What follows belongs to an exercise in optimizing a design on an open flow for small area, a short achievable clock period and few clock cycles; a production flow would make more cautious choices. Only simulation tests tie the RTL to the original design; equivalence was not proved. Power and IR drop assume default switching activity.

===== design.v =====
module c2b_rx (
    input  wire       clk,
    input  wire       rst,           
    input  wire       rx_valid,
    input  wire [8:0] rx_word,
    output wire       rx_ready,
    output wire       out_valid,
    output wire [7:0] out_data,
    output wire       out_sof,
    output wire       out_eof,
    output wire       err_crc,
    output wire       err_overrun
);
    localparam integer K  = 10;           
    localparam integer D  = 26;           
    localparam integer R  = K * D;        
    localparam integer IW = 4;            
    localparam integer PW = 5;            
    function [15:0] crc_byte;
        input [15:0] crc;
        input [7:0]  b;
        integer i;
        reg [15:0] c;
        begin
            c = crc ^ {b, 8'h00};
            for (i = 0; i < 8; i = i + 1)
                c = c[15] ? ((c << 1) ^ 16'h1021) : (c << 1);
            crc_byte = c;
        end
    endfunction
    reg  [7:0]   ring [0:R-1];
    wire [K-1:0] wen;
    wire [7:0]   wdata;
    genvar gi;
    generate
        for (gi = 0; gi < R; gi = gi + 1) begin : g_ring
            if ((gi % D) == 1) begin : g_tap
                always @(posedge clk)
                    ring[gi] <= wen[gi / D] ? wdata : ring[gi - 1];
            end else begin : g_pass
                always @(posedge clk)
                    ring[gi] <= ring[(gi + R - 1) % R];
            end
        end
    endgenerate
    reg        rst_q;
    reg        ready_r;
    reg        pv;             
    reg  [8:0] pw;
    reg        ovr_q, lq, bq, eqa, eqb, good_h;
    reg        open;           
    reg  [1:0] hcnt;           
    reg  [8:0] rem;            
    reg        nl;             
    reg [15:0] crc;
    reg        hi_ok;
    reg [IW-1:0] ti, ci, hi;   
    reg [PW-1:0] tp, cp, hp;   
    reg  [8:0] occ;            
    reg  [8:0] avail;          
    reg        sp, sp2, anz;      
    reg        ov_r, sof_r, eof_r;
    reg  [7:0] od_r;
    reg  [1:0] ohdr;
    reg  [8:0] ocnt, oend;
    reg        lenq;
    wire m        = pw[8];
    wire c_start  =  m & ~open;
    wire c_rest   =  m &  open;
    wire c_ovr    = ~m & ~open;
    wire c_last   = ~m &  open &  nl;
    wire c_data   = ~m &  open & ~nl;
    wire alT      = (tp == 0);
    wire alC      = (cp == 0);
    wire can      = c_rest ? (alC & sp) : (c_ovr | (alT & sp));
    wire cons     = pv & can;
    wire good     = lq ? (eqa & eqb & ~bq) : good_h;
    wire wr_t     = cons & (c_start | c_data | (c_last & good));
    wire wr_c     = cons & c_rest;
    wire commit   = cons & c_last & good;
    wire rewind   = cons & c_last & ~good;
    wire fire     = anz & (hp == 0);
    assign wdata = pw[7:0];
    generate
        for (gi = 0; gi < K; gi = gi + 1) begin : g_wen
            assign wen[gi] = (wr_t & (ti == gi)) | (wr_c & (ci == gi));
        end
    endgenerate
    reg [7:0] tap_rd;
    integer k;
    always @(*) begin
        tap_rd = ring[0];
        for (k = 1; k < K; k = k + 1)
            if (hi == k) tap_rd = ring[k * D];
    end
    function [IW+PW-1:0] pinc;
        input [IW-1:0] i;
        input [PW-1:0] p;
        begin
            if (p == D - 1)
                pinc = {(i == K - 1) ? {IW{1'b0}} : i + 1'b1, {PW{1'b0}}};
            else
                pinc = {i, p + 1'b1};
        end
    endfunction
    wire [IW+PW-1:0] t_inc = pinc(ti, tp);
    wire [IW+PW-1:0] c_inc = pinc(ci, cp);
    wire [IW+PW-1:0] h_inc = pinc(hi, hp);
    wire [IW+PW-1:0] n_t = (wr_t)   ? {ti, tp} :
                           (wr_c)   ? {ci, cp} :
                           (rewind) ? c_inc : t_inc;
    wire [IW+PW-1:0] n_c = commit ? {ti, tp} : c_inc;
    wire [IW+PW-1:0] n_h = fire ? {hi, hp} : h_inc;
    wire [8:0] a_base = commit ? occ + 9'd1 : avail;
    wire [8:0] o_base = wr_t ? occ + 9'd1 : wr_c ? avail + 9'd1 : rewind ? avail : occ;
    wire [8:0] n_avail = a_base - {8'd0, fire};
    wire [8:0] n_occ   = o_base - {8'd0, fire};
    reg        n_open, n_nl, n_hiok;
    reg  [1:0] n_hcnt;
    reg  [8:0] n_rem;
    reg [15:0] n_crc;
    always @(*) begin
        n_open = open; n_nl = nl; n_hiok = hi_ok;
        n_hcnt = hcnt; n_rem = rem; n_crc = crc;
        if (cons) begin
            if (m) begin
                n_open = 1'b1; n_hcnt = 2'd1; n_nl = 1'b0;
                n_crc  = crc_byte(16'h0000, pw[7:0]);
            end else if (open) begin
                if (nl) begin
                    n_open = 1'b0; n_nl = 1'b0;
                end else if (hcnt == 2'd1) begin
                    n_hcnt = 2'd2;
                    n_crc  = crc_byte(crc, pw[7:0]);
                end else if (hcnt == 2'd2) begin
                    n_hcnt = 2'd3;
                    n_rem  = {1'b0, pw[7:0]} + 9'd2;
                    n_crc  = crc_byte(crc, pw[7:0]);
                end else begin
                    n_rem  = rem - 9'd1;
                    n_nl   = (rem == 9'd2);
                    if (rem == 9'd2)
                        n_hiok = (pw[7:0] == crc[15:8]);
                    else
                        n_crc = crc_byte(crc, pw[7:0]);
                end
            end
        end
    end
    wire acc    = rx_valid & ready_r & ~rst;
    wire n_alT  = (n_t[PW-1:0] == 0);
    wire n_alC  = (n_c[PW-1:0] == 0);
    wire hold   = pv & ~cons;
    wire n_sp   = (wr_t | wr_c) ? sp2 : sp;
    wire consX  = rx_word[8] ? (n_open ? (n_alC & n_sp) : (n_alT & n_sp))
                             : (n_open ? (n_alT & n_sp) : 1'b1);
    wire consP  = c_rest ? (n_alC & n_sp) : (c_ovr | (n_alT & n_sp));
    wire n_ready = ~rst & (rst_q | (acc ? consX : (hold ? consP : 1'b1)));
    always @(posedge clk) begin
        rst_q   <= rst;
        ready_r <= n_ready;
        if (acc) pw <= rx_word;
        ovr_q   <= acc & ~rx_word[8] & ~n_open;
        lq      <= acc & ~rx_word[8] & n_open & n_nl;
        bq      <= ~n_hiok;
        eqa     <= (rx_word[3:0] == crc[3:0]);
        eqb     <= (rx_word[7:4] == crc[7:4]);
        good_h  <= good;
        od_r    <= tap_rd;
        sof_r   <= fire & (ohdr == 2'd0);
        eof_r   <= fire & (ohdr == 2'd3) & (ocnt == oend);
        lenq    <= fire & (ohdr == 2'd2);
        if (lenq) oend <= {1'b0, od_r} + 9'd4;
        if (rst_q) begin
            pv    <= 1'b0;
            open  <= 1'b0;
            nl    <= 1'b0;
            hcnt  <= 2'd0;
            ti <= 0; tp <= 0; ci <= 0; cp <= 0; hi <= 0; hp <= 0;
            occ   <= 9'd0;
            avail <= 9'd0;
            sp    <= 1'b1;
            sp2   <= 1'b1;
            anz   <= 1'b0;
            ov_r  <= 1'b0;
            ohdr  <= 2'd0;
            ocnt  <= 9'd0;
            oend  <= 9'd0;
        end else begin
            pv    <= acc | hold;
            open  <= n_open;
            nl    <= n_nl;
            hcnt  <= n_hcnt;
            rem   <= n_rem;
            crc   <= n_crc;
            hi_ok <= n_hiok;
            {ti, tp} <= n_t;
            {ci, cp} <= n_c;
            {hi, hp} <= n_h;
            occ   <= n_occ;
            avail <= n_avail;
            sp    <= (n_occ <= R - 1);
            sp2   <= (n_occ <= R - 2);
            anz   <= (n_avail != 9'd0);
            ov_r  <= fire & ~rst;
            if (fire) begin
                if (ohdr == 2'd3) begin
                    if (ocnt == oend) ohdr <= 2'd0;
                    ocnt <= ocnt + 9'd1;
                end else begin
                    ohdr <= ohdr + 2'd1;
                    ocnt <= {7'd0, ohdr} + 9'd1;
                end
            end
        end
    end
    assign rx_ready    = ready_r;
    assign out_valid   = ov_r;
    assign out_data    = od_r;
    assign out_sof     = sof_r;
    assign out_eof     = eof_r;
    assign err_overrun = ovr_q;
    assign err_crc     = lq & ~(eqa & eqb & ~bq);
endmodule

===== run.sh =====
#!/bin/bash
# synth_recipe.tcl (not shown) runs the flow's synth.tcl, then flattens the netlist and writes it again
# the make line also repeats each setting of config.mk as NAME=value (left out here)
make -C /OpenROAD-flow-scripts/flow DESIGN_CONFIG=/design/flow/config.mk WORK_HOME=/design/flow/orfs CLKGATE_MAP_FILE= SYNTH_SCRIPT=/design/flow/synth_recipe.tcl finish

===== config.mk =====
export PLATFORM = sky130hd
export DESIGN_NAME = c2b_rx
export DESIGN_NICKNAME = c2b_rx
export VERILOG_FILES = /design/flow/design.v
export SDC_FILE = /design/flow/constraint.sdc
export NUM_CORES = 4
export LEC_CHECK = 0
export CAP_MARGIN = 20
export CORE_MARGIN = 2
export CORE_UTILIZATION = 40
export PLACE_DENSITY = 0.6
export SLEW_MARGIN = 20

===== constraint.sdc =====
create_clock -name core_clock -period 9.0 [get_ports {clk}]
set_input_delay 1.8000 -clock core_clock [delete_from_list [all_inputs] [get_ports {clk}]]
set_output_delay 1.8000 -clock core_clock [all_outputs]
set_load 0.01 [all_outputs]

==> flow_summary.toml <==
[yosys]
synth.area.top_cells = "dfxtp_1 86%, edfxtp_1 2.1%, mux2_2 1.8%"
synth_top_area_share_pct = 85.6
yosysWarnings = 2
synthCells = 3153
syn-num-nets = 3188
async_flop_share_pct = 0
ys_seq_area_share_pct = 87.7
synth.distinct_cells = 74
netlist.top_cell.by_area = "dfxtp_1"
synth_ff_type = "dfxtp_1"
synth.avg_cell_area_um2 = 16.1
ys_seq_elements = 2208
synth_area_um2 = 50800
synth-edff-count = 35

[global_routing]
antenna_found_initial = 0
grt_pass1_vias = 20885
grt_start_max_net_pins = 48
grt_first_pass_wirelength_um = 115000
grt-ovfl-total = 0
grt_usage_pct = 11.4

[routing]
drtPass1Iterations = 5
top_layer_used = "met4"
drt.antenna.violating_nets = 0
wl_met2_um = 30700
via_per_inst = 4.15
drt_iter0_drc = 1150
postRouteWirelength_um = 73000
wl_per_cell_um = 14.2
num_vias = 21333
m1WireLength_um = 36600
drc_errors = 0
wl_met3_um = 3400

[setup_path]
slowest_delay_ns = 0.65
worstPathRequired_ns = 9.61
crit_family = "simple AND/OR/NAND/NOR gates"
path_common_cell = "a21oi_1"
r2r_slack_ns = 4.82
cp.arrival_ns = 4.79
slowest_stage = "or3b_2"
path_max_fanout = 25
start_kind = "flop"
cp_num_buf_inv = 1
path_class = "reg -> reg"
cp-end-kind = "flop"
crit_chain = "buf_4 > nand4_1 > or3b_2 > nand2_1 > nand3_1 > a21oi_1 > ha_1 > ha_1 > nand3_1 > xor2_1 > a21oi_1 > nand4_1 > nor4b_1 > a21oi_1"

[cells_and_area]
final_cell_mix = "2172 x dfxtp_1, 198 x clkbuf_16, 139 x nor2_1"
area_growth_pct = 17.5
drive_above_1_share_pct = 12.6
fin_cells = 5144
regArea_um2 = 44600
fillerInstances = 10712
finalNetCount = 3363
final_common_cell = "dfxtp_1"
post-route-util_pct = 47.4
multi_input_area_um2 = 5930

[job]
maxCapViolCount = 0

[sta]
finalSetupTns_ns = 0
fin_crit_sh_pct = 46.4
hold_viol = 0
slew_headroom_pct = 24.1
max_freq_mhz = 239
rsz0062_at_grt = "false"
worstMarginPinSlew_ns = 1.14
slew_violations = 0
finalSetupViolCount = 0
finalCriticalPeriod_ns = 4.18
clock_skew_ns = 0.0223

[floorplan]
die_w_um = 360
initial_core_util_pct = 40.4
die_height_um = 360
ios = 26
dieArea_um2 = 130000
core_area_um2 = 126000
rows = 130

[placed_design]
dp.cells = 4783
port_buffers = 25
dpl.hpwl_um = 44300
routabilityCongestion = 0.832

[clock_network]
cts.sinks = 2208
clkLatencyLatePin_ns = 0.77
clk_pin_slew_ns = 0.06
cts_setup_buffers = 0
cts_buffer_depth = 3
cts_tree = "built"
cts_made_buffers = 193
root_buffer = "clkbuf_16"
htreeDepth = 4
ctsResizeCount = 0
hold_buffers = 0

[pwr]
p_per_area_nw_per_um2 = 316
leakage_nw = 23.4
power.total_mw = 18.9
power_switching_share_pct = 20.4
netSwitchingPower_mw = 3.85
combPwrFrac_pct = 3.0
ir_drop_v = 0.000198
power_frac_seq_pct = 53.0
p_int_mw = 15.0
pwr-share-clk_pct = 44.0

[status]
outcome = "complete, no violations"

[hold_path]
hp-class = "reg -> reg"
-- cells in the mapped netlist (all sizes together), types with 4 or more instances --
library cell  count
nor2            139
a21oi            53
and2              9
or3               8
edfxtp           35
inv              29
a31oi            11
xor2             47
o31ai             4
clkbuf           55
xnor2            75
buf               8
a32oi             5
a211oi           34
nor4             11
nand4            14
nand2b           11
ha               23
nor2b            12
mux2i            30
o21a              7
nand3b            7
and3             12
o21ai            44
nor3b             5
dfxtp          2173
mux2             82
a22oi             6
o221ai            6
o22ai             5
nor3             41
nand3            33
nand2            61
-- sequential cells by signal, summed over array words and instances (netlist names), 2 cells and up --
name	flops
hp	5
ocnt	9
cp	5
tp	5
crc	16
ohdr	2
avail	9
od_r	8
ti	4
hi	4
oend	9
ring	2080
pw	9
rem	9
ci	4
occ	9
hcnt	2
-- final timing paths --
path,start,end,cells past startpoint
worst max-delay path,pw[8],anz,14
worst min-delay path,ring[223][3],ring[224][3],0
worst max register to register,pw[8],anz,14
worst min register to register,ring[223][3],ring[224][3],0
-- stage by stage --
step	hold WS (ns)	cell area, um2	setup WS, ns
3_5_place_dp	0.312	53000	4.87
5_1_grt	0.307	59700	4.54
6_report	0.308	59700	4.82
4_1_cts	0.308	59700	4.84
2_1_floorplan	0.310	50800	5.31
3_3_place_gp	0.310	53000	4.87
-- metal layers --
metal | GRT usage, % | vias up
met2 | 16.7 | 357
met3 | 3.12 | 162
met5 | 0 | -
met4 | 5.09 | 0
met1 | 15.7 | 10128
li1 | - | 10686
-- power by group through the flow --
stage | Sequential [mW] | Combinational [mW] | Clock (mW)
6_report | 10.0 | 0.567 | 8.30
2_1_floorplan | 10.2 | 0.450 | 0
4_1_cts | 10.0 | 0.573 | 8.55
3_3_place_gp | 10.2 | 0.575 | 0
5_1_grt | 10.0 | 0.644 | 8.96
3_5_place_dp | 10.2 | 0.570 | 0
-- layout make-up --
type,count,area share (%)
diodes,5,0.0210
clock buffers,279,9.54
clock inverters,77,1.62
inverters,29,0.182
multi-input cells,853,9.93
flip-flops and latches,2208,74.6
well taps,1650,3.46
repair buffers,43,0.645
-- worst register-to-register path: cells and delay by family (launching register included) --
kind	cells	cell delay, ns
AOI/OAI and AO/OA	3	0.64
xor gates and xnor gates	1	0.18
adders and majority gates	2	0.53
buffers and inverters	1	0.28
DFF	1	0.33
and+or+nand+nor	7	2.08
-- kinds of logic (layout without fill, tap and decap cells) --
logic type,count (synthesis),after routing,share of synthesized area (%)
xor+xnor,122,122,2.10
fa+ha+maj,23,23,0.566
simple gates,380,380,3.63
mux,112,112,2.41
compound gates,216,216,2.92
flops,2208,2208,87.7
buf+inv,92,428,0.702
other cells,0,5,0
Testbench counts, summed over its fixed seeds: cycles 66,990.

what the ideal ports hide:
The results above use ideal ports. As a check the final layout listed here was re-extracted and re-timed, cells and wires unchanged.
Step 1 assumes that a clkbuf_16 drives the clock port and a buf_2 every other input.
Step 2 also shifts input and output timing later by t, the mid clock arrival at the registers, as if the neighbouring blocks saw the same clock.
Slacks: no drivers / after step 1 / after step 2; pairs: no drivers / after step 1.
t, ns: 0.822
setup WS [ns]: 4.825 / 4.825 / 4.825
hold WS [ns]: 0.308 / 0.308 / 0.308
After both steps this run still meets setup and hold. The setup slack of this run moves by 0.000 ns with the drivers and by 0.000 ns with both steps.
